What follows belongs to an exercise in optimizing a design on an open flow for small area and few clock cycles; a production flow would make more cautious choices.
In this exercise RTL edits were held to simulation tests only and were not proved equivalent to the original.
No activity file was given, so power comes from the tool's default toggle rates.

Design rde, start of the top module:
module rde (
    input  wire        clk,
    input  wire        rst,
    input  wire        cmd_valid,
    output wire        cmd_ready,
    input  wire [31:0] cmd_data,
    output wire        rsp_valid,
    input  wire        rsp_ready,
    output wire [31:0] rsp_data,
    output wire        ev_valid,
    input  wire        ev_ready,
    output wire [1:0]  ev_kind,
    output wire [7:0]  ev_seq,
    output wire [15:0] ev_unit,
    output wire        ev_drop,
    input  wire        loss_valid,
    output wire        loss_ready,
    input  wire [15:0] loss_u
);
    localparam [3:0] ST_OK        = 4'h0;
    localparam [3:0] ST_CORRECTED = 4'h1;
    localparam [3:0] ST_UNCORR    = 4'h2;
    localparam [3:0] ST_QFULL     = 4'h3;
    localparam [3:0] ST_QEMPTY    = 4'h4;
    localparam [3:0] ST_BUSY      = 4'h5;
    localparam [3:0] ST_CTRL_IGN  = 4'h6;
    localparam [3:0] ST_IDLE_IGN  = 4'h7;
    localparam [3:0] ST_ACK_DROP  = 4'h8;
    localparam [3:0] ST_ACK_BADMK = 4'h9;
    localparam [3:0] ST_ACK_NOMAT = 4'hA;
    localparam [3:0] ST_ACK_DUP   = 4'hB;
    localparam [3:0] ST_RX_OOO    = 4'hC;
    localparam [3:0] ST_AMBIG     = 4'hD;
    localparam [3:0] ST_CLS_NONE  = 4'hE;
    localparam [3:0] ST_ILLEGAL   = 4'hF;
    localparam [1:0] EV_DATA   = 2'd0;
    localparam [1:0] EV_ACK    = 2'd1;
    localparam [1:0] EV_ACCEPT = 2'd2;
    localparam [2:0] P_IDLE  = 3'd0;
  ...
Size in the first run: roughly 300 flip-flops, about 17,000 um2 of cells after synthesis.
==> flow/config.mk <==
export PLATFORM = sky130hd
export DESIGN_NAME = rde
export DESIGN_NICKNAME = rde
export VERILOG_FILES = /design/flow/design.v
export SDC_FILE = /design/flow/constraint.sdc
export NUM_CORES = 4
export LEC_CHECK = 0
export ABC_AREA = 1
export ABC_CLOCK_PERIOD_IN_PS = 12000
export CAP_MARGIN = 20
export CORE_MARGIN = 2
export CORE_UTILIZATION = 40
export CTS_CLUSTER_DIAMETER = 80
export CTS_CLUSTER_SIZE = 40
export SLEW_MARGIN = 20
==> flow/constraint.sdc <==
create_clock -name core_clock -period 12.0 [get_ports {clk}]
set_input_delay 2.4000 -clock core_clock [delete_from_list [all_inputs] [get_ports {clk}]]
set_output_delay 2.4000 -clock core_clock [all_outputs]
set_load 0.01 [all_outputs]
run.sh (not shown) runs the stock make flow with config.mk's settings and CLKGATE_MAP_FILE= SYNTH_SCRIPT=/design/flow/synth_recipe.tcl, a recipe that flattens the netlist after the stock synthesis.
The baseline ran to the end with no violations.
Testbench counts at the start, summed over its fixed seeds: cycles 33,293.
Then changed:
--- a/flow/config.mk
+++ b/flow/config.mk
@@ -13,2 +13,2 @@
-export CTS_CLUSTER_DIAMETER = 80
-export CTS_CLUSTER_SIZE = 40
+export CTS_BUF_LIST = sky130_fd_sc_hd__clkbuf_4
+export CTS_CLUSTER_SIZE = 12
Effect:
- The new run produced a clean layout
- die area is unchanged
- critical path depth drops by 1
- cell count came out higher by about 4%
- core utilization rises by 0.56 points
- flip-flop and latch count stays the same
- wire length came out higher by 1.2%
Then changed:
==> flow/flow/run.sh (new file) <==
#!/bin/bash
# Standard ORFS layout with two changes: port buffers use the smallest buffer
# cell, and CTS inserts no dummy loads.
set -euo pipefail
bash standard.sh \
  BUFFER_PORTS_ARGS="-buffer_cell sky130_fd_sc_hd__buf_1" \
  CTS_ARGS="-sink_clustering_enable -repair_clock_nets -dont_use_dummy_load" \
  finish > standard.log 2>&1
==> flow/standard.sh (new file) <==
#!/bin/bash
# synth_recipe.tcl (not shown) runs the flow's synth.tcl, then flattens the netlist and writes it again
# the make line also repeats each setting of config.mk as NAME=value (left out here)
make -C /OpenROAD-flow-scripts/flow DESIGN_CONFIG=/design/flow/config.mk WORK_HOME=/design/flow/orfs CLKGATE_MAP_FILE= SYNTH_SCRIPT=/design/flow/synth_recipe.tcl "${@:-finish}"
--- a/flow/config.mk
+++ b/flow/config.mk
@@ -13,2 +12,0 @@
-export CTS_BUF_LIST = sky130_fd_sc_hd__clkbuf_4
-export CTS_CLUSTER_SIZE = 12
removed: flow/run.sh
Setup slack gets better by 0.58 ns.
Global-route usage fell by 1.3 points.
Fmax rose by 7.4%.
Clock skew fell by 0.049 ns.
Utilization fell by 1.8 points.
Sequential power hardly moves.
Power fell by 2.7%.
Non-clock buffer count fell by 3.
Sequential share of layout area rose by 1.4 points.
Count of clock-buffer cells in the layout fell by 82.


## run A
Another version of the RTL of rde (not shown whole).
For scale: about 2300 cells after synthesis, ~17000 um^2 of cells after synthesis.
==> flow/config.mk <==
export PLATFORM = sky130hd
export DESIGN_NAME = rde
export DESIGN_NICKNAME = rde
export VERILOG_FILES = /design/flow/design.v
export SDC_FILE = /design/flow/constraint.sdc
export NUM_CORES = 4
export LEC_CHECK = 0
export ABC_AREA = 1
export ABC_CLOCK_PERIOD_IN_PS = 12000
export CAP_MARGIN = 20
export CORE_MARGIN = 2
export CORE_UTILIZATION = 40
export SLEW_MARGIN = 20
==> flow/constraint.sdc <==
create_clock -name core_clock -period 12.0 [get_ports {clk}]
set_input_delay 2.4000 -clock core_clock [delete_from_list [all_inputs] [get_ports {clk}]]
set_output_delay 2.4000 -clock core_clock [all_outputs]
set_load 0.01 [all_outputs]
standard.sh (not shown) runs the stock make flow with config.mk's settings and CLKGATE_MAP_FILE= SYNTH_SCRIPT=/design/flow/synth_recipe.tcl, a recipe that flattens the netlist after the stock synthesis.
==> flow/flow/run.sh <==
#!/bin/bash
# Standard ORFS layout with two changes: port buffers use the smallest buffer
# cell, and CTS inserts no dummy loads.
set -euo pipefail
bash standard.sh \
  BUFFER_PORTS_ARGS="-buffer_cell sky130_fd_sc_hd__buf_1" \
  CTS_ARGS="-sink_clustering_enable -repair_clock_nets -dont_use_dummy_load -sink_clustering_size 24 -sink_clustering_max_diameter 70" \
  finish > standard.log 2>&1
Run A completed every stage of the flow, and the final layout passed the timing, DRC and antenna checks.
Testbench counts of run A, summed over its fixed seeds: cycles 33,293.
Modified inputs, run B compared to run A
Settings: swapping 40 for 65 in CORE_UTILIZATION.
==> flow/flow/run.sh <==
#!/bin/bash
# Layout flow: the standard ORFS flow (standard.sh) with three changes.
#  1. Synthesis is the standard flow's (synth_recipe.tcl sourcing ORFS's synth.tcl), except
#     that adders are left to ABC (no ADDER_MAP_FILE) and ABC maps the
#     combinational logic with the area-oriented script flow/abc_area.script.
#     Registers are mapped before ABC, as in the standard synthesis, so they
#     come out the same.
#  2. Port buffers use the smallest buffer cell.
#  3. CTS inserts no dummy loads and uses sink clusters of up to 24.
# Each tool's output is in standard.log and ORFS's logs under orfs/logs.
set -euo pipefail
here=$(pwd)
abc=$here/flow/abc_area.script

sed "s|^  log_cmd abc {\*}\$abc_args\$|  set abc_args [lreplace \$abc_args 1 1 $abc]\n  log_cmd abc {*}\$abc_args|" \
  "$FLOW_HOME/scripts/synth.tcl" > "$here/synth_body.tcl"
grep -q "lreplace \$abc_args 1 1 $abc" "$here/synth_body.tcl"
sed "s|^source \$::env(SCRIPTS_DIR)/synth.tcl\$|source $here/synth_body.tcl|" \
  synth_recipe.tcl > "$here/my_synth.tcl"
grep -q "source $here/synth_body.tcl" "$here/my_synth.tcl"

bash standard.sh \
  SYNTH_SCRIPT="$here/my_synth.tcl" \
  ADDER_MAP_FILE= \
  BUFFER_PORTS_ARGS="-buffer_cell sky130_fd_sc_hd__buf_1" \
  CTS_ARGS="-sink_clustering_enable -repair_clock_nets -dont_use_dummy_load -sink_clustering_size 24 -sink_clustering_max_diameter 70" \
  finish > standard.log 2>&1
==> flow/flow/abc_area.script (new file) <==
strash
&get -n
&fraig -x
&put
scorr
dc2
strash
&get -n
&st
&deepsyn -T 120
&dch -f
&nf -R 1000 -p -C 32 -F 8
&put
Notes after the runs:
- Diff run A -> run B: critical path depth climbed 9, number of CTS-inserted buffers shrank by 9, number of vias per cell picked up an extra about 30%.
- Final weighted congestion in routability-driven placement: run B and run A compared, higher one is run A
- The largest family of logic cells by synthesized area comes out simple AND/OR/NAND/NOR gates in one run and compound AO/OA/AOI/OAI gates in the other, namely in run A and run B respectively.
- On starting density of the core, the higher figure sits with run B, not run A.
- Sort run B and run A by net count reported at finish, ascending, and run B comes first.
- Delta (run B minus run A): minimum period implied by the final worst setup slack increased 0.98 ns, sequential share of cell area increased 8.8 points, total global routing track utilization increased 17 points, synthesized-area fraction occupied by adder cells decreased 5.5 points.
- Run B ran to completion and came out clean on the timing, DRC and antenna checks.
- Compared to run A, the routing of run B uses less wire.
## Diff of input files: run C against run B
==> flow/flow/run.sh <==
#!/bin/bash
# Standard ORFS layout with two changes: port buffers use the smallest buffer
# cell, and CTS inserts no dummy loads.
set -euo pipefail
bash standard.sh \
  BUFFER_PORTS_ARGS="-buffer_cell sky130_fd_sc_hd__buf_1" \
  CTS_ARGS="-sink_clustering_enable -repair_clock_nets -dont_use_dummy_load -sink_clustering_size 24 -sink_clustering_max_diameter 70" \
  finish > standard.log 2>&1
removed: flow/flow/abc_area.script
Results
- Looking at the reports, run C completed the entire flow and the layout it produced met the timing, DRC and antenna checks.
- For run B, the cell with the biggest individual delay on the critical path was sky130_fd_sc_hd__o21ai_0, unlike run C, where it was sky130_fd_sc_hd__inv_1.
- Compared with run B, run C shows a total length of routed met3 wires that is about 8% higher.
- Compared run C vs run B, and number of clock-tree buffers in the layout is up in run C.
- Run C ends up with higher final routed wirelength across all metal layers than run B does.
- In run C relative to run B, overall die height had gone up by more than 10%.
- Of run C and run B, it is run C that has the lower worst reg-to-reg path cell count.
- Run C vs run B: final area up
- Relative to run B, die width increased by about 12% in run C.
- Row global placer's final weighted congestion: run C higher / run B lower
Modified inputs, run D compared to run C
==> flow/flow/run.sh <==
#!/bin/bash
# Layout flow: the standard ORFS flow (standard.sh) with three changes.
#  1. Synthesis is the standard flow's (synth_recipe.tcl sourcing ORFS's synth.tcl), except
#     that ABC maps the combinational logic with the area-oriented script
#     flow/abc_area.script.  Registers are mapped before ABC, as in the
#     standard synthesis, so they come out the same.
#  2. Port buffers use the smallest buffer cell.
#  3. CTS inserts no dummy loads and uses sink clusters of up to 24.
# Each tool's output is in standard.log and ORFS's logs under orfs/logs.
set -euo pipefail
here=$(pwd)
abc=$here/flow/abc_area.script

sed "s|^  log_cmd abc {\*}\$abc_args\$|  set abc_args [lreplace \$abc_args 1 1 $abc]\n  log_cmd abc {*}\$abc_args|" \
  "$FLOW_HOME/scripts/synth.tcl" > "$here/synth_body.tcl"
grep -q "lreplace \$abc_args 1 1 $abc" "$here/synth_body.tcl"
sed "s|^source \$::env(SCRIPTS_DIR)/synth.tcl\$|source $here/synth_body.tcl|" \
  synth_recipe.tcl > "$here/my_synth.tcl"
grep -q "source $here/synth_body.tcl" "$here/my_synth.tcl"

bash standard.sh \
  SYNTH_SCRIPT="$here/my_synth.tcl" \
  BUFFER_PORTS_ARGS="-buffer_cell sky130_fd_sc_hd__buf_1" \
  CTS_ARGS="-sink_clustering_enable -repair_clock_nets -dont_use_dummy_load -sink_clustering_size 24 -sink_clustering_max_diameter 70" \
  finish > standard.log 2>&1
==> flow/flow/abc_area.script (new file) <==
strash
&get -n
&fraig -x
&put
scorr
dc2
strash
&get -n
&st
&syn2
&dch -f
&nf -R 1000 -p -C 32 -F 8
&put
buffer -c
upsize -c
dnsize -c
Results
- Of run D and run C, the run reporting the lower via count of the first global-routing pass was run D.
- Power density relative to cell area was higher in the run labelled run D.
- Taking run C as the reference point, the multiplexer share of the synthesized area of run D rises by 6.0 points.
- The total die area in run D sits about 7.5% below the value recorded for run C.
- Logic gate share of total power in run D vs run C: down 4.1 points
Setup changes, run D to run E
Settings: swapping 65 for 40 in CORE_UTILIZATION.
==> flow/flow/run.sh <==
#!/bin/bash
# Standard ORFS layout with two changes: port buffers use the smallest buffer
# cell, and CTS inserts no dummy loads.
set -euo pipefail
bash standard.sh \
  BUFFER_PORTS_ARGS="-buffer_cell sky130_fd_sc_hd__buf_1" \
  CTS_ARGS="-sink_clustering_enable -repair_clock_nets -dont_use_dummy_load -sink_clustering_size 30 -sink_clustering_max_diameter 80" \
  finish > standard.log 2>&1
removed: flow/flow/abc_area.script
### Flow results
- Between run E and run D, the portion of total power attributed to the clock network is lower for run D.
- Run D → run E: layout overhead on the synthesized area picked up an extra 1.0 points; routed wire length picked up an extra 9800 um.
Inputs modified between run E and run F:
Settings: CORE_UTILIZATION changed from 40 to 65.
==> flow/flow/run.sh <==
#!/bin/bash
# Layout flow: the standard ORFS flow (standard.sh) with three changes.
#  1. Synthesis is the standard flow's (synth_recipe.tcl sourcing ORFS's synth.tcl), except
#     that ABC maps the combinational logic with the area-oriented script
#     flow/abc_area.script.  Registers are mapped before ABC, as in the
#     standard synthesis, so they come out the same.
#  2. Port buffers use the smallest buffer cell.
#  3. CTS inserts no dummy loads and uses sink clusters of up to 24.
# Each tool's output is in standard.log and ORFS's logs under orfs/logs.
set -euo pipefail
here=$(pwd)
abc=$here/flow/abc_area.script

sed "s|^  log_cmd abc {\*}\$abc_args\$|  set abc_args [lreplace \$abc_args 1 1 $abc]\n  log_cmd abc {*}\$abc_args|" \
  "$FLOW_HOME/scripts/synth.tcl" > "$here/synth_body.tcl"
grep -q "lreplace \$abc_args 1 1 $abc" "$here/synth_body.tcl"
sed "s|^source \$::env(SCRIPTS_DIR)/synth.tcl\$|source $here/synth_body.tcl|" \
  synth_recipe.tcl > "$here/my_synth.tcl"
grep -q "source $here/synth_body.tcl" "$here/my_synth.tcl"

bash standard.sh \
  SYNTH_SCRIPT="$here/my_synth.tcl" \
  BUFFER_PORTS_ARGS="-buffer_cell sky130_fd_sc_hd__buf_1" \
  CTS_ARGS="-sink_clustering_enable -repair_clock_nets -dont_use_dummy_load -sink_clustering_size 24 -sink_clustering_max_diameter 70" \
  finish > standard.log 2>&1
==> flow/flow/abc_area.script (new file) <==
strash
&get -n
&fraig -x
&put
scorr
dc2
strash
&get -n
&st
&syn2
&dch -f
&nf -R 1000 -p -C 32 -F 8
&put
Findings:
Run F vs run E — sequential cell area share rose 3.7 points.
Per the comparison of run F with run E, global router's overall resource usage now larger; die height now sits lower; synthesized cell count lower.
Cmp run F vs run E: count of placed standard cells including taps lower in run F
Run F vs run E on required time at the endpoint of the critical path: run F is the higher one.
Run E reports its critical path endpoint as ev_seq[3] while run F reports dat[4]$_DFFE_PP_.
Total vias in the final route: run F < run E
Global-route wire length before repair on run F is down relative to run E.

==> port drivers added, routing unchanged <==
No port has a modelled driver above. Below, the same layouts with a new extraction and two added sets of constraints. Step 1: set_driving_cell puts a clkbuf_16 on clk and a buf_2 on each other input, an assumption about the parent block. Step 2, shift: input delay + t, output delay - t, t = (earliest + latest rising clock arrival at the registers) / 2. This alone moves slack from input paths to output paths. a / b / c = ideal ports / drivers / drivers and shift; a / b = the first two.
run | t, ns | slack for setup (ns) | worst hold slack (ns)
the first run of note 1 | 0.609 | 3.607 / 3.582 / 3.582 | 0.332 / 0.332 / 0.332
the second run of note 1 | 0.885 | 3.590 / 3.565 / 3.565 | 0.262 / 0.262 / 0.262
the third run of note 1 | 0.596 | 4.171 / 4.148 / 4.148 | 0.310 / 0.310 / 0.310
run A | 0.602 | 4.390 / 4.368 / 4.181 | 0.304 / 0.304 / 0.304
run B | 0.546 | 3.414 / 3.431 / 2.885 | 0.325 / 0.325 / 0.325
run C | 0.564 | 4.298 / 4.276 / 4.276 | 0.298 / 0.298 / 0.298
run D | 0.555 | 4.336 / 4.310 / 3.951 | 0.310 / 0.310 / 0.310
run E | 0.597 | 4.358 / 4.335 / 4.032 | 0.262 / 0.262 / 0.262
run F | 0.556 | 3.384 / 3.406 / 2.850 | 0.293 / 0.293 / 0.293
After both steps setup and hold are still met in every run listed. For run F, which loses most, drivers alone change the setup slack by +0.022 ns; drivers and shift together by -0.534 ns.
